Context: an optimization exercise on an open-source flow, tuned for small area, a short achievable clock period and few clock cycles per item. The choices shown serve that exercise and are no tape-out recipe.
Function was checked by simulation only, so behaviour that the tests miss may differ from the original.
No activity file was given, so power comes from the tool's default toggle rates.

[flow/run.sh]
#!/bin/bash
# synth_recipe.tcl (not shown) runs the flow's synth.tcl, then flattens the netlist and writes it again
# the make line also repeats each setting of config.mk as NAME=value (left out here)
make -C /OpenROAD-flow-scripts/flow DESIGN_CONFIG=/design/flow/config.mk WORK_HOME=/design/flow/orfs CLKGATE_MAP_FILE= SYNTH_SCRIPT=/design/flow/synth_recipe.tcl finish
[flow/config.mk]
export PLATFORM = sky130hd
export DESIGN_NAME = fc_codec
export DESIGN_NICKNAME = fc_codec
export VERILOG_FILES = /design/flow/design.v
export SDC_FILE = /design/flow/constraint.sdc
export NUM_CORES = 4
export LEC_CHECK = 0
export CAP_MARGIN = 20
export CORE_MARGIN = 2
export CORE_UTILIZATION = 40
export SLEW_MARGIN = 20
[flow/constraint.sdc]
create_clock -name core_clock -period 10.0 [get_ports {clk}]
set_input_delay 2.0000 -clock core_clock [delete_from_list [all_inputs] [get_ports {clk}]]
set_output_delay 2.0000 -clock core_clock [all_outputs]
set_load 0.01 [all_outputs]
[flow/design.v]
module fc_codec (
    input  wire       clk,
    input  wire       rst,         
    input  wire       req_valid,
    output wire       req_ready,
    input  wire [7:0] req_data,
    output wire       res_valid,
    input  wire       res_ready,
    output wire [7:0] res_data
);
    localparam [7:0] ST_OK  = 8'd0;
    localparam [7:0] ST_IPS = 8'd1;    
    localparam [7:0] ST_NSC = 8'd2;    
    localparam [7:0] ST_CKM = 8'd3;    
    localparam [7:0] ST_REF = 8'd8;    
    localparam [7:0] OP_ENCODE = 8'h01;
    localparam [7:0] OP_DECODE = 8'h02;
    localparam [3:0] S_OP    = 4'd0,
                     S_E_N0  = 4'd1,
                     S_E_N1  = 4'd2,
                     S_E_PAY = 4'd3,
                     S_SKIP  = 4'd4,
                     S_D_M0  = 4'd5,
                     S_D_M1  = 4'd6,
                     S_D_R0  = 4'd7,
                     S_D_R1  = 4'd8,
                     S_D_RAW = 4'd9,
                     S_OUT   = 4'd10;
    localparam [2:0] SC_FIRST = 3'd0,    
                     SC_ZEROS = 3'd1,    
                     SC_LEN   = 3'd2,
                     SC_LCS   = 3'd3,
                     SC_PAY   = 3'd4,
                     SC_DCS   = 3'd5,
                     SC_RES   = 3'd6;    
    reg [3:0]  state;
    reg [2:0]  scan;
    reg [7:0]  op;
    reg [7:0]  status;
    reg [15:0] len16;       
    reg [15:0] rawlen;
    reg [16:0] win;         
    reg [15:0] idx;         
    reg [7:0]  plen;        
    reg [7:0]  cnt;         
    reg [7:0]  sum;         
    reg [8:0]  dlen;        
    reg [8:0]  oidx;        
    reg [7:0]  pbuf [0:255];
    wire take = req_valid && req_ready;
    wire [7:0] b = req_data;
    assign req_ready = (state != S_OUT);
    wire [8:0] k = oidx - 9'd4;      
    reg  [7:0] out_byte;
    always @(*) begin
        case (oidx)
            9'd0: out_byte = op;
            9'd1: out_byte = status;
            9'd2: out_byte = dlen[7:0];
            9'd3: out_byte = {7'd0, dlen[8]};
            default: begin
                if (op == OP_ENCODE) begin
                    if (k == 9'd0 || k == 9'd1)
                        out_byte = 8'h00;
                    else if (k == 9'd2)
                        out_byte = 8'hFF;
                    else if (k == 9'd3)
                        out_byte = plen;
                    else if (k == 9'd4)
                        out_byte = 8'd0 - plen;                  
                    else if (k == {1'b0, plen} + 9'd5)
                        out_byte = 8'd0 - sum;                   
                    else if (k == {1'b0, plen} + 9'd6)
                        out_byte = 8'h00;                        
                    else
                        out_byte = pbuf[k[7:0] - 8'd5];
                end else begin
                    out_byte = pbuf[k[7:0]];
                end
            end
        endcase
    end
    assign res_valid = (state == S_OUT);
    assign res_data  = out_byte;
    wire last_out = (oidx == dlen + 9'd3);
    wire [16:0] maxw     = {1'b0, len16} + 17'd7;
    wire [16:0] rawlen_n = {1'b0, b, rawlen[7:0]};
    wire [16:0] win_next = (maxw < rawlen_n) ? maxw : rawlen_n;
    wire in_win   = ({1'b0, idx} < win);
    wire raw_last = (idx == rawlen - 16'd1);
    reg [2:0] scan_n;
    reg [7:0] stat_n;
    always @(*) begin
        scan_n = scan;
        stat_n = ST_OK;
        case (scan)
            SC_FIRST:
                if (b == 8'h00)
                    scan_n = SC_ZEROS;
                else begin
                    scan_n = SC_RES;
                    stat_n = ST_NSC;
                end
            SC_ZEROS:
                if (b == 8'hFF)
                    scan_n = SC_LEN;
                else if (b != 8'h00) begin
                    scan_n = SC_RES;
                    stat_n = ST_NSC;
                end
            SC_LEN:
                scan_n = SC_LCS;
            SC_LCS:
                if (plen + b != 8'd0) begin
                    scan_n = SC_RES;
                    stat_n = ST_CKM;
                end else if (plen == 8'd0)
                    scan_n = SC_DCS;
                else
                    scan_n = SC_PAY;
            SC_PAY:
                if (cnt == plen - 8'd1)
                    scan_n = SC_DCS;
            SC_DCS: begin
                scan_n = SC_RES;
                stat_n = (sum + b == 8'd0) ? ST_OK : ST_CKM;
            end
            default: ;
        endcase
    end
    wire [2:0] scan_end   = in_win ? scan_n : scan;
    wire [7:0] cut_status = (scan_end == SC_FIRST || scan_end == SC_ZEROS) ? ST_NSC : ST_CKM;
    always @(posedge clk) begin
        if (rst) begin
            state <= S_OP;
            scan  <= SC_FIRST;
            oidx  <= 9'd0;
        end else begin
            case (state)
                S_OP: if (take) begin
                    op    <= b;
                    oidx  <= 9'd0;
                    sum   <= 8'd0;
                    cnt   <= 8'd0;
                    plen  <= 8'd0;
                    dlen  <= 9'd0;
                    if (b == OP_ENCODE)
                        state <= S_E_N0;
                    else if (b == OP_DECODE)
                        state <= S_D_M0;
                    else begin
                        status <= ST_REF;
                        state  <= S_OUT;
                    end
                end
                S_E_N0: if (take) begin
                    len16[7:0] <= b;
                    state      <= S_E_N1;
                end
                S_E_N1: if (take) begin
                    len16[15:8] <= b;
                    if ({b, len16[7:0]} == 16'd0) begin
                        status <= ST_IPS;
                        state  <= S_OUT;
                    end else if ({b, len16[7:0]} > 16'd254) begin
                        status <= ST_IPS;
                        idx    <= {b, len16[7:0]};
                        state  <= S_SKIP;
                    end else begin
                        plen  <= len16[7:0];
                        state <= S_E_PAY;
                    end
                end
                S_E_PAY: if (take) begin
                    pbuf[cnt] <= b;
                    sum       <= sum + b;
                    cnt       <= cnt + 8'd1;
                    if (cnt == plen - 8'd1) begin
                        status <= ST_OK;
                        dlen   <= {1'b0, plen} + 9'd7;
                        state  <= S_OUT;
                    end
                end
                S_SKIP: if (take) begin
                    idx <= idx - 16'd1;
                    if (idx == 16'd1)
                        state <= S_OUT;
                end
                S_D_M0: if (take) begin
                    len16[7:0] <= b;
                    state      <= S_D_M1;
                end
                S_D_M1: if (take) begin
                    len16[15:8] <= b;
                    state       <= S_D_R0;
                end
                S_D_R0: if (take) begin
                    rawlen[7:0] <= b;
                    state       <= S_D_R1;
                end
                S_D_R1: if (take) begin
                    rawlen[15:8] <= b;
                    win          <= win_next;
                    idx          <= 16'd0;
                    scan         <= SC_FIRST;
                    if ({b, rawlen[7:0]} == 16'd0) begin
                        status <= ST_NSC;
                        state  <= S_OUT;
                    end else begin
                        state  <= S_D_RAW;
                    end
                end
                S_D_RAW: if (take) begin
                    idx <= idx + 16'd1;
                    if (in_win) begin
                        scan <= scan_n;
                        if (scan == SC_LEN)
                            plen <= b;
                        if (scan == SC_PAY) begin
                            pbuf[cnt] <= b;
                            sum       <= sum + b;
                            cnt       <= cnt + 8'd1;
                        end
                        if (scan == SC_DCS && scan_n == SC_RES && stat_n == ST_OK)
                            dlen <= {1'b0, plen};
                    end
                    if (in_win && scan != SC_RES && scan_n == SC_RES)
                        status <= stat_n;
                    if (raw_last) begin
                        state <= S_OUT;
                        if (!(in_win && scan_n == SC_RES) && scan != SC_RES)
                            status <= cut_status;
                    end
                end
                S_OUT: if (res_ready) begin
                    oidx <= oidx + 9'd1;
                    if (last_out) begin
                        oidx  <= 9'd0;
                        state <= S_OP;
                    end
                end
                default: state <= S_OP;
            endcase
        end
    end
endmodule
==> reports/metrics.yaml <==
clkLatencyLatePin_ns: 0.91
ys_seq_elements: 2178
cts.sinks: 2178
finalSetupViolCount: 0
cts_setup_buffers: 0
holdPathEnd: "scan[1]"
drt-total-wl_microns: 356900
async_flop_share_pct: 0
start_kind: "flip-flop"
hold_class: "flip-flop to flip-flop"
via_per_inst: 6.688
synth_nets: 6174
via_count: 66250
dp.cells: 9478
synth_ff_type: "edfxtp_1"
placementRows: 190
finalPower_uw: 29350
ctsResizeCount: 0
wl_per_cell_microns: 36.03
r2r-end: "pbuf[63][1]"
r2r_cells: 9
leakage_uw: 0.03629
portBuffers: 21
initial_core_util_pct: 40.13
drtPass1Iterations: 6
power_density_nw_per_um2: 244.5
ant_nets: 0
netSwitchingPower_uw: 9935
nets: 6242
cp.arrival_ns: 7.20
rsz0062_at_grt: "false"
dpl-instance-area_sq_um: 112600
ys_seq_area_share_pct: 60.84
pre_cts_slack_ns: 2.044
hold_depth: 2
cts_made_buffers: 224
synth.avg_cell_area_sq_um: 17.62
ys_types: 94
crit_path_max_fanout: 36
pwr-share-comb_pct: 35.7
grt_pass1_wl_microns: 499900
cp-startpoint: "oidx[3]"
maxCapViolations: 0
fin_cells: 9906
cts-root-buf: "clkbuf_16"
n_fill_cell: 22770
fmax_mhz: 108.7
drt_iter0_markers: 10150
ff2ff_setup_slack_ns: 4.14
yosys_warnings: 1
drc: 0
syn_area_sq_um: 107200
finalSetupTns_ns: 0
overflow: 0
core_sq_um: 267200
area_growth_pct: 11.91
grt_use_total_pct: 25.88
switching_share_pct: 33.86
layout_setup_ws_ns: 0.8045
grt_max_degree: 188
seqPwrFrac_pct: 35.5
worst_pin_slew_ns: 1.272
p_int_uw: 19410
htree_levels: 4
r2r_start: "idx[2]"
clk_pin_slew_worst_paths_ns: 0.08
postCtsHoldBufs: 0
synth_edf_count: 2162
dp_hpwl_microns: 236700
hold_viol_final: 0
ir_drop_mv: 0.2295
slew-limit-headroom_pct: 15.17
worstHoldStart: "scan[1]"
antenna_found_initial: 20
ios: 22
cts_tree: "yes"
layout-drive-gt1-share_pct: 29.03
synthCells: 6087
fin_crit_sh_pct: 91.96
place.gp.congestion: 0.9476
clockBufferDepth: 3
required_ns: 8.00
status: "timing/DRC/antenna clean"
dieArea_sq_um: 272200
p_clk_share_pct: 28.8
grt_pass1_vias: 64180
fin_crit_ns: 9.196
cp-end-kind: "primary output"
fp.dieH_microns: 521.8
critPathKind: "flip-flop to primary output"
die_width_microns: 521.8
final_area_sq_um: 120000
finalClockSkew_ns: 0.07817
final-max-slew-violation-count: 0
critical path, stage by stage (launching register included):
cell             delay (ns)
dfxtp_1                0.66
inv_1                  0.26
ha_4                   0.67
buf_4                  0.56
nand2_1                0.19
o31ai_1                0.76
nand2_2                0.79
nor2_1                 0.43
a32oi_1                0.10
nand4_1                0.19
a41oi_1                0.28
o21ai_0                0.68
clkdlybuf4s50_1        0.67
sequential cells by signal, summed over array words and instances, names as in the netlist:
| name | count |
|---|---|
| dlen | 9 |
| len16 | 16 |
| sum | 8 |
| plen | 8 |
| idx | 16 |
| oidx | 9 |
| win | 17 |
| op | 8 |
| pbuf | 2048 |
| state | 4 |
| status | 8 |
| cnt | 8 |
| scan | 3 |
| rawlen | 16 |
cell usage in the layout, fill, tap and decap left out, types with 17 or more instances in the layout:
master,n
nor3_1,193
nand3_1,74
clkbuf_1,28
nand2b_1,19
and2_1,19
xnor2_1,69
nand4_1,41
a221oi_1,25
a211oi_1,40
o221ai_1,71
edfxtp_1,2162
nor2_2,19
buf_12,31
o22ai_1,71
a31oi_1,19
a22oi_1,67
o31ai_1,20
clkinv_1,63
mux4_2,1086
mux2i_1,214
xor2_1,53
nand2_1,239
clkinv_2,38
and3_1,32
buf_4,276
o21ai_0,116
o211ai_1,18
bufinv_16,26
ha_1,71
a21o_1,17
a22o_1,22
a21oi_1,154
nor2_1,274
clkbuf_16,225
nor4_1,21
inv_1,74
power by group through the flow:
stage	registers (uW)	logic (uW)	clock network, uW
after global placement	10600	10300	0
after CTS	10400	10400	8540
after detailed placement	10600	10300	0
after global routing	10400	10800	8890
final	10400	10500	8460
after floorplan	10400	6840	0
synthesized netlist by cell type (all sizes together), types with 9 or more instances:
library cell	instances	area share, %
a2111oi	13	0.11
nand3b	10	0.070
o22ai	71	0.41
nor3	209	0.98
mux2i	214	2.0
or2	12	0.070
a221oi	25	0.20
a22o	22	0.18
a21o	17	0.12
a211oi	43	0.30
o221ai	71	0.58
and2	20	0.12
nor2b	16	0.093
a21oi	157	0.73
clkbuf	239	0.84
a211o	9	0.074
and3	32	0.19
a221o	13	0.12
xnor2	74	0.61
nor4	27	0.18
buf	252	1.4
edfxtp	2162	61
or4	13	0.10
o21a	10	0.070
ha	73	0.85
nand3	74	0.35
nand2b	20	0.12
o211ai	18	0.13
a32oi	15	0.12
dfxtp	16	0.30
o31ai	21	0.16
nand4	41	0.24
nand2	243	0.86
o21ai	118	0.55
xor2	56	0.46
nor2	295	1.0
a22oi	68	0.48
a31oi	19	0.11
inv	75	0.26
mux4	1086	23
metrics by stage:
stage	util [%]	hold WS, ns
CTS	44.88	0.5690
finish	44.91	0.5697
global placement	42.08	0.5546
floorplan	-	0.5142
detailed placement	42.13	0.5496
global route	44.90	0.6038
layer usage:
| layer | share of wire, % | wire length, microns | track usage, % |
|---|---|---|---|
| met4 | 4.7 | 16800 | 11.32 |
| met1 | 38 | 136400 | 35.00 |
| met5 | 0.018 | 63 | 0 |
| met3 | 11 | 38800 | 6.269 |
| met2 | 46 | 164900 | 39.92 |
worst max-delay path by stage:
stage,end
2_1_floorplan,res_data[0]
3_3_place_gp,res_data[0]
3_5_place_dp,res_data[7]
4_1_cts,res_data[0]
5_1_grt,res_data[0]
6_report,res_data[0]
logic make-up after synthesis:
group                    share of synthesized area, %
AND/OR/NAND/NOR                                 4.726
flip-flops                                      60.84
adder cells (fa/ha/maj)                        0.8891
multiplexers                                    24.84
XOR/XNOR                                        1.139
other                                        0.003497
AO/OA/AOI/OAI                                   5.016
buffers and inverters                           2.547
cell type report:
class / instances / area [sq um] / area share [%]
clock inverter: 163 / 1633 / 1.361
clock buffer: 253 / 5736 / 4.779
tap: 3552 / 4444 / 3.703
multi-input combinational: 3342 / 39630 / 33.02
inverter: 76 / 290.3 / 0.2419
antenna: 9 / 22.52 / 0.01877
sequential: 2178 / 65250 / 54.38
timing repair buffer: 333 / 2995 / 2.496
Testbench counts, summed over its fixed seeds: cycles 67,921, items 1,280.

-- separate check: timing with driven ports --
Ports are ideal in the flow. The routed layout listed here was re-timed in OpenROAD.
Step 1 (the two cells are an assumption about what drives the block):
set clk [get_ports {clk}]
set_driving_cell -lib_cell sky130_fd_sc_hd__clkbuf_16 $clk
set_driving_cell -lib_cell sky130_fd_sc_hd__buf_2 [delete_from_list [all_inputs] $clk]
Step 2, shift: input delay + t, output delay - t, t = (earliest + latest rising clock arrival at the registers) / 2. This alone moves slack from input paths to output paths.
Slacks: ideal / step 1 / step 2; pairs: ideal / step 1.
shift t [ns]: 0.967
slack for setup (ns): 0.804 / 0.710 / 1.677
slew at the worst register clock pin (ns): 0.08 / 0.08
After both steps this run still meets setup and hold. The setup slack of this run moves by -0.094 ns with the drivers and by +0.873 ns with both steps.
